Context: an optimization exercise on an open-source flow, tuned for small area. The choices shown serve that exercise and are no tape-out recipe.
The RTL was checked by simulation tests, not by an equivalence proof against the original design.
Power and IR drop assume default switching activity.

== middle ==
// ppsb_engine
module ppsb_engine (
    input  wire        clk,
    input  wire        rst,           
    input  wire        start,         
    input  wire [7:0]  op,            
    input  wire [31:0] opa,
    input  wire [31:0] opb,
    input  wire [31:0] clk_pwm,       
    input  wire [1:0]  pwm_corr,      
    input  wire        pwm_odd,       
    output wire        busy,
    output wire        done,          
    output wire [1:0]  err_code,      
    output wire [31:0] res0,
    output wire [31:0] res1,
    output reg  [1:0]  psc,           
    output reg  [4:0]  scalar,        
    output wire [10:0] bound,         
    output wire [10:0] duty,
    output wire [31:0] ratio,
    output wire [31:0] resid,
    output reg         fallback
);
Size: about 270 I/O pins, roughly 9400 sq um of cells after synthesis.
export LEC_CHECK = 0
export ABC_AREA = 1
export CAP_MARGIN = 20
export CORE_MARGIN = 2
export CORE_UTILIZATION = 60
export PLACE_DENSITY = 0.75
export SLEW_MARGIN = 20
create_clock -name core_clock -period 6.0 [get_ports {clk}]
standard.sh (not shown) runs the stock make flow with config.mk's settings and CLKGATE_MAP_FILE= SYNTH_SCRIPT=/design/flow/synth_recipe.tcl, a recipe that flattens the netlist after the stock synthesis.
==> flow/flow/run.sh <==
#!/bin/bash
# Layout flow: the standard synthesis; then the combinational logic of
# that netlist is re-mapped for area with ABC (flow/reopt.sh), keeping every
# flip-flop instance as synthesized; then the standard layout, with the
# smallest buffer cell on each port and a clock tree without dummy loads.
# Each tool's full output goes to a log file of its own in this folder.
set -euo pipefail
export BUFFER_PORTS_ARGS="-buffer_cell sky130_fd_sc_hd__buf_1"
export CTS_ARGS="-sink_clustering_enable -repair_clock_nets -sink_clustering_size 30 -sink_clustering_max_diameter 80 -buf_list sky130_fd_sc_hd__clkbuf_16 -dont_use_dummy_load"

bash standard.sh synth > synth.log 2>&1

RES=$(pwd)/orfs/results/${FLOW_PLATFORM}/ppsb_engine/base
LIB=$FLOW_HOME/platforms/${FLOW_PLATFORM}/lib/sky130_fd_sc_hd__tt_025C_1v80.lib
DU=$(sed -n '/^export DONT_USE_CELLS/,/^#/p' $FLOW_HOME/platforms/${FLOW_PLATFORM}/config.mk | grep -o 'sky130_fd_sc_hd__[a-z0-9_]*' | tr '\n' ' ')
cp $RES/1_2_yosys.v $RES/1_2_yosys_std.v
bash flow/reopt.sh $RES/1_2_yosys_std.v $RES/1_2_yosys.v $LIB "$DU" $(pwd)/reopt
rm -f $RES/1_synth.odb $RES/1_synth.sdc

bash standard.sh > standard.log 2>&1
==> flow/flow/reopt.sh <==
#!/bin/bash
# Re-map the combinational logic of a mapped netlist for area with ABC,
# keeping every flip-flop instance (name, cell type, connections) as is.
# usage: reopt.sh IN.v OUT.v LIB DONT_USE_LIST WORKDIR
set -euo pipefail
IN=$1; OUT=$2; LIB=$3; DU=$4; W=$5
mkdir -p $W
cat > $W/area.abc <<'E'
strash
&get -n
&st
&deepsyn -T 60
&dch
&nf -a
&st
&deepsyn -T 60
&dch
&nf -a
&put
E
DUARGS=""
for c in $DU; do DUARGS="$DUARGS -dont_use $c"; done
cat > $W/reopt.ys <<E
read_liberty -ignore_miss_func $LIB
read_verilog $IN
hierarchy -top ppsb_engine
blackbox sky130_fd_sc_hd__df* sky130_fd_sc_hd__edf* sky130_fd_sc_hd__sdf* sky130_fd_sc_hd__sedf* sky130_fd_sc_hd__dl*
flatten
opt_clean -purge
abc -liberty $LIB $DUARGS -script $W/area.abc
read_liberty -lib -ignore_redef $LIB
splitnets
opt_clean -purge
hilomap -singleton -hicell sky130_fd_sc_hd__conb_1 HI -locell sky130_fd_sc_hd__conb_1 LO
insbuf -buf sky130_fd_sc_hd__buf_4 A X
opt_clean -purge
tee -o $W/reopt_stat.txt stat -liberty $LIB
check -assert -mapped
write_verilog -noattr -nohex -nodec $OUT
E
yosys -s $W/reopt.ys > $W/reopt.log 2>&1
Input changes introduced in north (baseline for comparison: middle):
diff --git a/flow/design.v b/flow/design.v
--- a/flow/design.v
+++ b/flow/design.v
@@ -111,23 +111,19 @@
     assign bound = dec11(bq);
     assign duty  = dty;
     assign resid = {{27{fallback}}, best | {5{fallback}}};
     wire op_div  = (op == 8'h01) | (op == 8'h02) | (op == 8'h03) | (op == 8'h04);
     wire op_mul  = (op == 8'h08) | (op == 8'h09);
     wire op_pwm  = (op == 8'h10) | (op == 8'h11);
     wire op_pwmd = (op == 8'h11);
     wire op_nop  = (op == 8'h00);
     wire [1:0] op_w = op_div ? {op[1] ~^ op[0], ~op[0]} : op_mul ? {1'b0, op[0]} : 2'd3;
-    wire pb   = dty[10];
-    wire pc   = (cnt == 6'd4) | (cnt == 6'd5) | (cnt == 6'd8);    
-    wire pg   = ~first & S;
-    wire pl   = ~first & nb;
-    wire peff = pg ? pc : pl ? pb : (pb & pc);
+    wire [6:0] p_in = (opb[7:0] > 8'd100) ? 7'd100 : opb[6:0];
     wire load = idle & start;
     wire pa   = st[3];
     wire ph0  = (ph == 5'd0);
     wire ph31 = (ph == 5'd31);
     wire msk  = k_pwm | (ph[4:3] <= k_w);
     wire in_p0  = (st == S_P0);
     wire in_p1  = (st == S_P1);
     wire in_dv  = (st == S_DV);
     wire in_cb  = (st == S_CORR) | (st == S_BOOST);
@@ -151,19 +147,19 @@
     wire ci_cur = (ph == 5'd14) ? 1'b1 : fa;
     wire incb = bbit ^ ci_cur;
     wire divm = (in_dv & ~k_mul) | in_dv2;
     wire sub  = ~S;
     wire aP   = (fin | in_a50) ? rr_out :
                 ph0 ? (divm & nb) : (first ? 1'b0 : rd);
     wire aY   = fin ? (S & dd) :
                 (in_dv & k_mul) ? (nb & dd) :
                 divm ? (dd ^ sub) :
-                in_hor ? (peff & incb) :
+                in_hor ? (dty[10] & incb) :
                 ((ph == 5'd15) | (ph == 5'd18) | (ph == 5'd19));      
     wire aC   = ph0 ? (divm & ~fin & sub) : cy;
     wire sum  = aP ^ aY ^ aC;
     wire cout = (aP & aY) | (aP & aC) | (aY & aC);
     wire Snew = ((first ? 1'b0 : rr_out)) ^ sub ^ cout;
     wire t1 = ph31 ? 1'b0 : D[1];
     wire t2 = (ph[4:1] == 4'hF) ? 1'b0 : T[2];
     wire hinc = ph0 ? 1'b1 : cy;
     reg  tx;
@@ -342,22 +338,18 @@
             fa   <= rn[3];
             qins <= rn[4];
             S    <= qbig_c;
             nb   <= qnz_c;
             if ((j == 4'd15) & ~((st == S_TRIAL) & accept))
                 cnt <= (cnt[4:0] == 5'd31) ? 6'd0 : inc6(cnt);
         end
         S_HOR: begin
             fa <= bbit & ci_cur;
-            if (ph31) begin
-                S  <= pg | (~pl & pb & ~pc);
-                nb <= pl | (~pg & ~pb & pc);
-            end
             if (ph31) cnt <= (cnt == 6'd10) ? 6'd0 : inc6(cnt);
         end
         S_ADD50: if (ph31) begin
             nb <= sum;
             S  <= 1'b0;
         end
         S_DV2: if (ph31) begin
             nb   <= qd;
             S    <= Snew;
@@ -376,35 +368,35 @@
     always @(posedge clk) begin
         if (rst) begin
             psc      <= 2'd0;
             scalar   <= 5'd0;
             best     <= 5'd0;
             fallback <= 1'b0;
             bq       <= 11'd1;
             dty      <= 11'd0;
         end else begin
-            if (load & op_pwmd) dty <= {3'd0, opb[7:0]};
+            if (load & op_pwmd) dty <= {4'd0, p_in};
             if (load & op_pwm)  psc <= pwm_corr;
             case (st)
             S_BOOST: if (ph31) psc <= {psc[1] ^ psc[0], ~psc[0]};
             S_CORR:  if (ph31) begin
                 fallback <= 1'b1;
                 psc      <= 2'd0;
             end
-            S_TRIAL: if (j == 4'd15) begin
-                if (accept | (fallback & (cnt[4:0] == 5'd31)))
-                    scalar <= cnt[4:0];
-                if (accept) begin
-                    best     <= rn;
-                    fallback <= 1'b0;
-                end
+            S_TRIAL: if ((j == 4'd15) & accept) begin
+                best     <= rn;
+                scalar   <= cnt[4:0];
+                fallback <= 1'b0;
             end
             S_COMMIT: bq <= {bq[9:0], ge};
-            S_FB: if (fallback) bq <= {bq[9:0], 1'b1};
+            S_FB: if (fallback) begin
+                bq     <= {bq[9:0], 1'b1};
+                scalar <= 5'd31;
+            end
             S_HOR:  if (ph31) dty <= {dty[9:0], 1'b0};
             S_DV2:  if (ph31) dty <= {dty[9:0], ~Snew};
             S_CLAMP: if (cl_on) dty <= {dty[9:0], cl_gt ? bbit : cl_d};
             default: ;
             endcase
         end
     end
 endmodule
==> comparison <==
- Cell area, middle and north: smaller value in middle
- north ends up with lower cell count after synthesis than middle does.
- The count of plain and timing-repair buffers number comes out higher for north vs middle.
- north — power drawn by the combinational cells about 10% higher, middle as reference
- north reports a higher combinational power share than middle does.
- Diff middle -> north: post-place instance area higher, worst slack after detailed placement higher.
- ~same via total after detailed routing in middle and north
- On wire length, the higher figure sits with north, not middle.
- When north is set beside middle, its fmax turns out to be 14% larger.
- Source of the critical timing path = ph[0]: middle; source of the critical timing path = ph[2]: north

[port drivers added, routing unchanged]
The results above use ideal ports. As a check the final layouts listed here were re-extracted and re-timed, cells and wires unchanged.
Step 1 (the two cells are an assumption about what drives the block):
set clk [get_ports {clk}]
set_driving_cell -lib_cell sky130_fd_sc_hd__clkbuf_16 $clk
set_driving_cell -lib_cell sky130_fd_sc_hd__buf_2 [delete_from_list [all_inputs] $clk]
Step 2 moves the port delays by t, midway between the first and last clock arrival at a register: inputs arrive t later, outputs are due t later. That takes back most of the time a late clock gives input paths.
a / b / c = ideal ports / drivers / drivers and shift; a / b = the first two.
run	t (ns)	setup WS [ns]	clock arrival spread, ns	worst register clock-pin slew, ns	cell pins on the clock port's net
middle	0.490	0.382 / 0.382 / 0.382	0.049 / 0.050	0.11 / 0.11	1
north	0.496	1.087 / 1.087 / 1.087	0.050 / 0.050	0.11 / 0.11	1
After both steps every run listed still meets setup and hold.
